This design comes from an exercise in tuning for small area, a short achievable clock period and few clock cycles on the open sky130 flow, not from production work. At most, simulation tests tie the RTL to the original design; equivalence was not proved. Power is estimated from default activity; no workload was simulated.

==> flow/design.v (excerpt) <==
module lemon_xfer (
    input  wire        clk,
    input  wire        rst,
    input  wire        start,
    input  wire [31:0] cfg_in_addr,
    input  wire [31:0] cfg_out_addr,
    input  wire [15:0] cfg_in_width,
    input  wire [15:0] cfg_out_width,
    input  wire [15:0] cfg_out_height,
    input  wire [2:0]  cfg_in_fmt,
    input  wire [2:0]  cfg_out_fmt,
    input  wire [1:0]  cfg_scaling,
    input  wire        cfg_flip,
    input  wire        cfg_in_linear,
    input  wire        cfg_dont_swizzle,
    output reg         busy,
    output reg         done,
    output reg         error,
    output reg         mem_req,
    output reg         mem_we,
    output reg  [31:0] mem_addr,
    output reg  [31:0] mem_wdata,
    output reg  [3:0]  mem_be,
    input  wire        mem_ack,
    input  wire [31:0] mem_rdata
);
    reg st1, st2, stp, stp2, stp3, run;
    reg [2:0]  ifmt, ofmt;
    reg [1:0]  scal;
    reg        slin, dswz, flip;
    reg        o_0, o_1, o_2;     
    reg [17:0] S, D;              
    reg [31:0] sp, sbase, dp, dbase;
    reg [17:0] xrem;              
    reg [15:0] yrem;              
    reg [2:0]  xlo;               
    reg [2:0]  ylo;               
    reg [2:0]  oylo;              
    reg [1:0]  k;                 
    reg        px;                
    reg        rdone;             
    reg [7:0]  r_step;
    reg        r_rowend, r_last, r_swrap;
    reg [7:0]  s_il, d_il;
    reg        s_wrap, d_wrap;
    reg        rd_on, wr_on;
    reg        pbig;              
    reg        ld;
    reg [31:0] rdat;
    reg        rv;
    reg        t_k0, t_lastb, t_px, t_gend, t_rowend, t_pair, t_last;
    reg [7:0]  t_dstep;
    reg [9:0]  acc_r, acc_g, acc_b, acc_a;
    reg        w_rowend, w_last, w_dwrap;
    reg [7:0]  w_dstep;
    reg        hpend;
    reg [15:0] hd;
    wire hs  = scal[0] | scal[1];
    wire vs  = scal[1];
    wire stiled = !slin;
    wire dtiled = slin ^ dswz;
    wire dir = flip;                    
  ...
For scale: roughly 3600 cells after synthesis, about 32000 µm² of cells after synthesis.
Settings: LEC_CHECK=0, CAP_MARGIN=20, CORE_MARGIN=2, CORE_UTILIZATION=40, SLEW_MARGIN=20, TNS_END_PERCENT=5; clock period 17.5 ns.
standard.sh (not shown) runs the stock make flow with config.mk's settings and CLKGATE_MAP_FILE= SYNTH_SCRIPT=/design/flow/synth_recipe.tcl, a recipe that flattens the netlist after the stock synthesis.
==> flow/flow/run.sh <==
#!/bin/bash
# Layout flow: the standard flow (standard.sh) with two changes to how the layout
# is made: ports are buffered with buf_2 cells instead of the resizer's default
# delay buffer, and the resizer's timing repair aims for more setup slack.
# The clock period and constraints are the standard flow's own (constraint.sdc).
set -euo pipefail
bash standard.sh \
  "BUFFER_PORTS_ARGS=-buffer_cell sky130_fd_sc_hd__buf_2" \
  SETUP_SLACK_MARGIN=12.5 \
  finish > flow_make.log 2>&1
The starting point went through all stages and came out clean.
Testbench counts at the start, summed over its fixed seeds: cycles 100,726.
Then changed:
--- a/flow/flow/run.sh
+++ b/flow/flow/run.sh
@@ -8 +8 @@
-  "BUFFER_PORTS_ARGS=-buffer_cell sky130_fd_sc_hd__buf_2" \
+  "BUFFER_PORTS_ARGS=-buffer_cell sky130_fd_sc_hd__buf_1" \
Settings changed: TNS_END_PERCENT 5 to not set.
Result: Die area does not change. Routed wire length is about the same. Combinational power is higher by about 2%. Global-route usage hardly moves. Design area stays flat. Sequential cell count is unchanged. Final cell count is higher by 0.40%. Utilization is about the same. Non-clock buffer count is higher by 12.
Then changed:
--- a/flow/flow/run.sh
+++ b/flow/flow/run.sh
@@ -8,2 +8,2 @@
-  "BUFFER_PORTS_ARGS=-buffer_cell sky130_fd_sc_hd__buf_1" \
-  SETUP_SLACK_MARGIN=12.5 \
+  "BUFFER_PORTS_ARGS=-buffer_cell sky130_fd_sc_hd__buf_2" \
+  SETUP_SLACK_MARGIN=12 \
Outcome:
- core utilization goes down by 0.43 points
- count of clock-buffer cells in the layout shrinks by 10
- hold slack improves by 11 ps
- worst setup slack gets worse by 400 ps
- routed wire length drops slightly
- total power shrinks by a few percent
- final area goes down slightly
- sequential share of layout area rose by 0.33 points
- via count falls slightly

---

== red ==
Another version of the RTL of lemon_xfer (not shown whole).
Size: roughly 3,500 cells after synthesis, ~230 I/O pins, roughly 0.032 mm^2 of cells after synthesis.
## lemon_xfer
module lemon_xfer (
    input  wire        clk,
    input  wire        rst,
    input  wire        start,
    input  wire [31:0] cfg_in_addr,
    input  wire [31:0] cfg_out_addr,
    input  wire [15:0] cfg_in_width,
    input  wire [15:0] cfg_out_width,
    input  wire [15:0] cfg_out_height,
    input  wire [2:0]  cfg_in_fmt,
    input  wire [2:0]  cfg_out_fmt,
    input  wire [1:0]  cfg_scaling,
    input  wire        cfg_flip,
    input  wire        cfg_in_linear,
    input  wire        cfg_dont_swizzle,
    output reg         busy,
    output reg         done,
    output reg         error,
    output reg         mem_req,
    output reg         mem_we,
    output reg  [31:0] mem_addr,
    output reg  [31:0] mem_wdata,
    output reg  [3:0]  mem_be,
    input  wire        mem_ack,
    input  wire [31:0] mem_rdata
);
    reg st1, st2, stp, stp2, stp3, run;
    reg [2:0]  ifmt, ofmt;
    reg [1:0]  scal;
    reg        slin, dswz, flip;
    reg        o_0, o_1, o_2;     
    reg [17:0] S, D;              
    reg [31:0] sp, sbase, dp, dbase;
    reg [17:0] xrem;              
    reg [15:0] yrem;              
    reg [2:0]  xlo;               
    reg [2:0]  ylo;               
    reg [2:0]  oylo;              
  ...
clock: 17.5 ns
lec_check: 0
cap_margin: 20
core_margin: 2
core_utilization: 40
slew_margin: 20
tns_end_percent: 5
==> flow/flow/run.sh <==
#!/bin/bash
# Layout flow: the standard flow (standard.sh) with two changes to how the layout
# is made: ports are buffered with buf_1 cells instead of the resizer's default
# delay buffer, and the resizer's timing repair aims for more setup slack.
# The clock period and constraints are the standard flow's own (constraint.sdc).
set -euo pipefail
bash standard.sh \
  "BUFFER_PORTS_ARGS=-buffer_cell sky130_fd_sc_hd__buf_1" \
  SETUP_SLACK_MARGIN=12.5 \
  finish > flow_make.log 2>&1
Testbench counts of red, summed over its fixed seeds: cycles 100,726.
Relative to red, the following input files were edited for blue:
-- flow/config.mk --
<<< red, line 11
>>> blue, line 11
export CTS_CLUSTER_DIAMETER = 100
export CTS_CLUSTER_SIZE = 30
<<< red, line 12
export TNS_END_PERCENT = 5
>>> blue, line 14
Results
- Taking red as the reference point, the length of routed wiring on met1 of blue rises by 890 um.
- Compared with red, blue shows count of clock-buffer cells in the layout that has gone down by more than half.
- On fraction of layout cells with a size suffix above 1, red tracks blue almost exactly.
- On delay of the slowest cell on the worst path: between red and blue, it ends up lower for blue.
- blue vs red — hold slack rose 0.0077 ns.
- For total wire length, blue and red come out practically identical.
- When the final numbers for red and blue were put side by side, the multi-input combinational area share turned out to be greater in blue.
- Summary — clock group share of total power, blue relative to red: lower, by 8.0 points.
- Compared with red, blue shows a lower CTS buffer count.
Changes in green relative to blue:
-- flow/config.mk --
<<< blue, line 11
export CTS_CLUSTER_DIAMETER = 100
export CTS_CLUSTER_SIZE = 30
>>> green, line 11
Findings:
- Taking blue as the reference, in green estimated wirelength of the detail-placed design level; via count has remained practically unchanged; clock period minus final worst setup slack fell by 0.023 ns.
- Taking blue as the reference, in green global-route wire length before repair increased 1200 um, final cell count increased about 0.9%, power share of the clock group increased 7.4 points, number of buffers outside the clock class in the layout decreased about 1.8%, post-layout instance area increased 1.9%.
- Looking at launching instance or port of the critical path, the ofmt[0]$_DFFE_PP_ result is from green; the wr_on$_SDFFE_PP0P_ one comes from blue.

---

lemon_xfer, a different RTL version from the one above (not shown whole).
Size: ~3700 cells after synthesis, roughly 230 I/O pins, about 33000 µm² of cells after synthesis.
Settings: LEC_CHECK=0, CAP_MARGIN=20, CORE_MARGIN=2, CORE_UTILIZATION=40, SLEW_MARGIN=20; clock period 17.5 ns.
run.sh (not shown) runs the stock make flow with config.mk's settings and CLKGATE_MAP_FILE= SYNTH_SCRIPT=/design/flow/synth_recipe.tcl, a recipe that flattens the netlist after the stock synthesis.
Stock flow here: none of the scripts above is used.
Then changed:
Settings changed: CAP_MARGIN 20 to 80, SLEW_MARGIN 20 to 80.
Cell area rose by 16%. Register-to-register slack is about the same. Utilization increases by 7.4 points. Wire length grows by 3.9%. Clock-buffer cell count increases by 2. Die area is unchanged. Clock power grows by about 9%. Power rises by 11%.
No run of this note included a check of the RTL's function; only the layout flow was run.

---

v24:
RTL: one of the versions met above, not the one the previous note started from.
Size: roughly 3500 cells after synthesis, roughly 450 flip-flops, roughly 230 I/O pins, about 0.032 sq mm of cells after synthesis.
Settings: LEC_CHECK=0, CAP_MARGIN=20, CORE_MARGIN=2, CORE_UTILIZATION=40, CTS_CLUSTER_DIAMETER=100, CTS_CLUSTER_SIZE=30, SETUP_SLACK_MARGIN=5, SLEW_MARGIN=20; clock period 17.5 ns.
Testbench counts of v24, summed over its fixed seeds: cycles 100,726.
diff inputs: v24 => v28
# v24
export LEC_CHECK = 0
export CAP_MARGIN = 20
export CORE_MARGIN = 2
export CORE_UTILIZATION = 40
export CTS_CLUSTER_DIAMETER = 100
export CTS_CLUSTER_SIZE = 30
export SETUP_SLACK_MARGIN = 5
export SLEW_MARGIN = 20
create_clock -name core_clock -period 17.5 [get_ports {clk}]
# v28
export LEC_CHECK = 0
export CAP_MARGIN = 20
export CORE_MARGIN = 2
export CORE_UTILIZATION = 40
export SLEW_MARGIN = 20
create_clock -name core_clock -period 17.5 [get_ports {clk}]
==> flow/flow/run.sh (new file) <==
#!/bin/bash
# Layout flow: the standard flow (standard.sh) with two changes to how the layout
# is made: ports are buffered with buf_1 cells instead of the resizer's default
# delay buffer, and the resizer's timing repair aims for more setup slack.
# The clock period and constraints are the standard flow's own (constraint.sdc).
set -euo pipefail
bash standard.sh \
  "BUFFER_PORTS_ARGS=-buffer_cell sky130_fd_sc_hd__buf_1" \
  SETUP_SLACK_MARGIN=12.6 \
  finish > flow_make.log 2>&1
==> flow/standard.sh (new file) <==
#!/bin/bash
# synth_recipe.tcl (not shown) runs the flow's synth.tcl, then flattens the netlist and writes it again
# the make line also repeats each setting of config.mk as NAME=value (left out here)
make -C /OpenROAD-flow-scripts/flow DESIGN_CONFIG=/design/flow/config.mk WORK_HOME=/design/flow/orfs CLKGATE_MAP_FILE= SYNTH_SCRIPT=/design/flow/synth_recipe.tcl "${@:-finish}"
removed: flow/run.sh
~same worst hold margin in v24 and v28. Changes observed in v28 relative to v24: global-route usage rose 1.0 points, final core area utilization increased by 1.3 points relative to the old numbers, post-CTS resize count grew by 95. Row length of routed met2 wiring: v28 higher / v24 lower. Lower area growth from synthesis to layout was reported by v24, not v28. For v28, the timing startpoint of the critical path was mem_addr[8], unlike v24, where it was ifmt[1]. [compare] base=v24 new=v28: total power shows an increase of 530 uW; share of cell area taken by flip-flops and latches shows a reduction of 0.98 points; routed wire length shows an increase of 6.7 mm; internal power summed over all cells shows an increase of about 19%.
diff inputs: v28 => v38
# v28
export LEC_CHECK = 0
export CAP_MARGIN = 20
export CORE_MARGIN = 2
export CORE_UTILIZATION = 40
export SLEW_MARGIN = 20
create_clock -name core_clock -period 17.5 [get_ports {clk}]
# v38
export LEC_CHECK = 0
export CAP_MARGIN = 20
export CORE_MARGIN = 2
export CORE_UTILIZATION = 40
export CTS_CLUSTER_DIAMETER = 100
export CTS_CLUSTER_SIZE = 30
export GPL_ROUTABILITY_DRIVEN = 0
export SLEW_MARGIN = 20
create_clock -name core_clock -period 17.5 [get_ports {clk}]
diff --git a/flow/flow/run.sh b/flow/flow/run.sh
--- a/flow/flow/run.sh
+++ b/flow/flow/run.sh
@@ -9 +9 @@
-  SETUP_SLACK_MARGIN=12.6 \
+  SETUP_SLACK_MARGIN=12.5 \
Compared to v28, v38 has overall routing resource usage 1.2 points lower.
Summary of v38 over v28: design internal power went down; number of buffers inserted by post-CTS setup repair went down; total clock buffers created by CTS went down; worst clock skew on the final layout went down.
Taking v28 as the reference point, the number of instances resized during post-cts repair of v38 falls by 38.
Every stage of the flow completed for v38, and the final layout passed the timing, DRC and antenna checks.
Number of signal-net buffers in the layout: v38 vs v28 down 9
Wire length of the first global-routing pass: v38 lower than v28
Looking at total number of cells along the worst setup path across v28 and v38, the one that comes out lower is v28.
Number of clock buffer instances in the layout, v28 and v38: lower on v38

---

Setup of P:
RTL: one of the versions met above, not the one the previous note started from.
Size in the first run: about 3,600 cells after synthesis, ~450 flip-flops.
export LEC_CHECK = 0
export CAP_MARGIN = 20
export CORE_MARGIN = 2
export CORE_UTILIZATION = 40
export SLEW_MARGIN = 20
create_clock -name core_clock -period 17.5 [get_ports {clk}]
standard.sh (not shown) runs the stock make flow with config.mk's settings and CLKGATE_MAP_FILE= SYNTH_SCRIPT=/design/flow/synth_recipe.tcl, a recipe that flattens the netlist after the stock synthesis.
==> flow/flow/run.sh <==
#!/bin/bash
# Layout flow: the standard flow (standard.sh) with two changes to how the layout
# is made: ports are buffered with buf_2 cells instead of the resizer's default
# delay buffer, and the resizer's timing repair aims for more setup slack.
# The clock period and constraints are the standard flow's own (constraint.sdc).
set -euo pipefail
bash standard.sh \
  "BUFFER_PORTS_ARGS=-buffer_cell sky130_fd_sc_hd__buf_2" \
  SETUP_SLACK_MARGIN=12.8 \
  finish > flow_make.log 2>&1
P reached the end of the flow, and the finished layout is clean on the timing, DRC and antenna checks.
Testbench counts of P, summed over its fixed seeds: cycles 100,726.
The following lists how Q was set up differently from P:
--- a/flow/flow/run.sh
+++ b/flow/flow/run.sh
@@ -7,4 +7,4 @@
 bash standard.sh \
   "BUFFER_PORTS_ARGS=-buffer_cell sky130_fd_sc_hd__buf_2" \
-  SETUP_SLACK_MARGIN=12.8 \
+  SETUP_SLACK_MARGIN=12.5 \
   finish > flow_make.log 2>&1
- Q vs P — relative contribution of sequential cells to total power rose 0.9 points.
- Power: Q draws less than P
- Final cycle utilization of the critical path: P vs Q — no meaningful difference

---

job 3052:
Another version of the RTL of lemon_xfer (not shown whole).
For scale: roughly 3600 cells after synthesis, ~450 flip-flops, roughly 0.032 mm² of cells after synthesis.
clock: 17.5 ns
lec_check: 0
cap_margin: 20
core_margin: 2
core_utilization: 40
place_density: 0.7
slew_margin: 20
==> flow/flow/run.sh <==
#!/bin/bash
# Layout flow: the standard flow (standard.sh) with two changes to how the layout
# is made: ports are buffered with buf_1 cells instead of the resizer's default
# delay buffer, and the resizer's timing repair aims for more setup slack.
# The clock period and constraints are the standard flow's own (constraint.sdc).
set -euo pipefail
bash standard.sh \
  "BUFFER_PORTS_ARGS=-buffer_cell sky130_fd_sc_hd__buf_1" \
  SETUP_SLACK_MARGIN=12.5 \
  finish > flow_make.log 2>&1
Job 3052 did not stop at any stage, and its layout met the timing, DRC and antenna checks.
Testbench counts of job 3052, summed over its fixed seeds: cycles 100,726.
Input-level comparison between job 6603 and job 3052:
Settings: PLACE_DENSITY no longer set, was 0.7.
diff --git a/flow/flow/run.sh b/flow/flow/run.sh
--- a/flow/flow/run.sh
+++ b/flow/flow/run.sh
@@ -8,3 +8,3 @@
   "BUFFER_PORTS_ARGS=-buffer_cell sky130_fd_sc_hd__buf_1" \
-  SETUP_SLACK_MARGIN=12.5 \
+  SETUP_SLACK_MARGIN=12.7 \
   finish > flow_make.log 2>&1
Findings:
- Min final critical delay including setup and external delays across job 6603 and job 3052: job 3052
- The higher total routed wirelength of job 6603 and job 3052 is in job 6603.
- The clock-buffer cell count in job 3052 is 0.917 times that in job 6603.
- Per the final summary, job 6603 finished and its layout is clean on timing, DRC and antenna.
- Compared with job 3052, job 6603 has less setup slack.
- When the final numbers for job 6603 and job 3052 were put side by side, the cell count turned out to be smaller in job 3052.
- Going from job 3052 to job 6603, clock transition at the registers of the reported paths held; maximum clock frequency held; number of antenna-violating nets in the routed design held.

-- what the ideal ports hide --
The results above use ideal ports. As a check the final layouts listed here were re-extracted and re-timed, cells and wires unchanged. Step 1 (the two cells are an assumption about what drives the block):
set clk [get_ports {clk}]
set_driving_cell -lib_cell sky130_fd_sc_hd__clkbuf_16 $clk
set_driving_cell -lib_cell sky130_fd_sc_hd__buf_2 [delete_from_list [all_inputs] $clk]
Step 2, shift: input delay + t, output delay - t, t = (earliest + latest rising clock arrival at the registers) / 2. This alone moves slack from input paths to output paths. Three values: ideal ports, drivers, drivers and shift; two values: the first two.
run | t, ns | slack for setup (ns) | hold slack, ns | clock arrival spread, ns | worst register clock-pin slew, ns
the first run of note 1 | 0.699 | 12.533 / 12.523 / 11.824 | 0.383 / 0.383 / 0.383 | 0.056 / 0.056 | 0.07 / 0.07
the second run of note 1 | 0.702 | 12.612 / 12.557 / 11.983 | 0.406 / 0.406 / 0.406 | 0.042 / 0.042 | 0.07 / 0.07
the third run of note 1 | 0.687 | 12.215 / 12.215 / 11.902 | 0.417 / 0.417 / 0.417 | 0.034 / 0.034 | 0.07 / 0.07
red | 0.685 | 12.545 / 12.504 / 11.819 | 0.417 / 0.417 / 0.417 | 0.032 / 0.032 | 0.07 / 0.07
blue | 0.682 | 12.615 / 12.584 / 11.994 | 0.425 / 0.425 / 0.425 | 0.021 / 0.020 | 0.11 / 0.11
green | 0.688 | 12.638 / 12.601 / 11.996 | 0.398 / 0.398 / 0.398 | 0.047 / 0.047 | 0.07 / 0.07
the first run of note 3 | 0.684 | 10.975 / 10.975 / 10.309 | 0.421 / 0.421 / 0.421 | 0.048 / 0.048 | 0.07 / 0.07
the second run of note 3 | 0.685 | 10.964 / 10.964 / 10.964 | 0.419 / 0.419 / 0.419 | 0.047 / 0.047 | 0.07 / 0.07
v24 | 0.692 | 11.336 / 11.336 / 11.329 | 0.418 / 0.418 / 0.418 | 0.049 / 0.048 | 0.12 / 0.12
v28 | 0.683 | 12.664 / 12.595 / 12.031 | 0.418 / 0.418 / 0.418 | 0.030 / 0.031 | 0.07 / 0.07
v38 | 0.682 | 12.615 / 12.584 / 11.994 | 0.425 / 0.425 / 0.425 | 0.021 / 0.020 | 0.11 / 0.11
P | 0.718 | 12.577 / 12.505 / 12.163 | 0.420 / 0.420 / 0.420 | 0.059 / 0.059 | 0.07 / 0.07
Q | 0.706 | 12.566 / 12.499 / 11.989 | 0.396 / 0.396 / 0.396 | 0.041 / 0.041 | 0.07 / 0.07
job 3052 | 0.692 | 12.612 / 12.542 / 11.992 | 0.420 / 0.420 / 0.420 | 0.034 / 0.035 | 0.07 / 0.07
job 6603 | 0.673 | 12.602 / 12.540 / 12.088 | 0.423 / 0.423 / 0.423 | 0.045 / 0.045 | 0.07 / 0.07
After both steps every run listed still meets setup and hold. For red, which loses most, drivers alone change the setup slack by -0.041 ns; drivers and shift together by -0.726 ns.
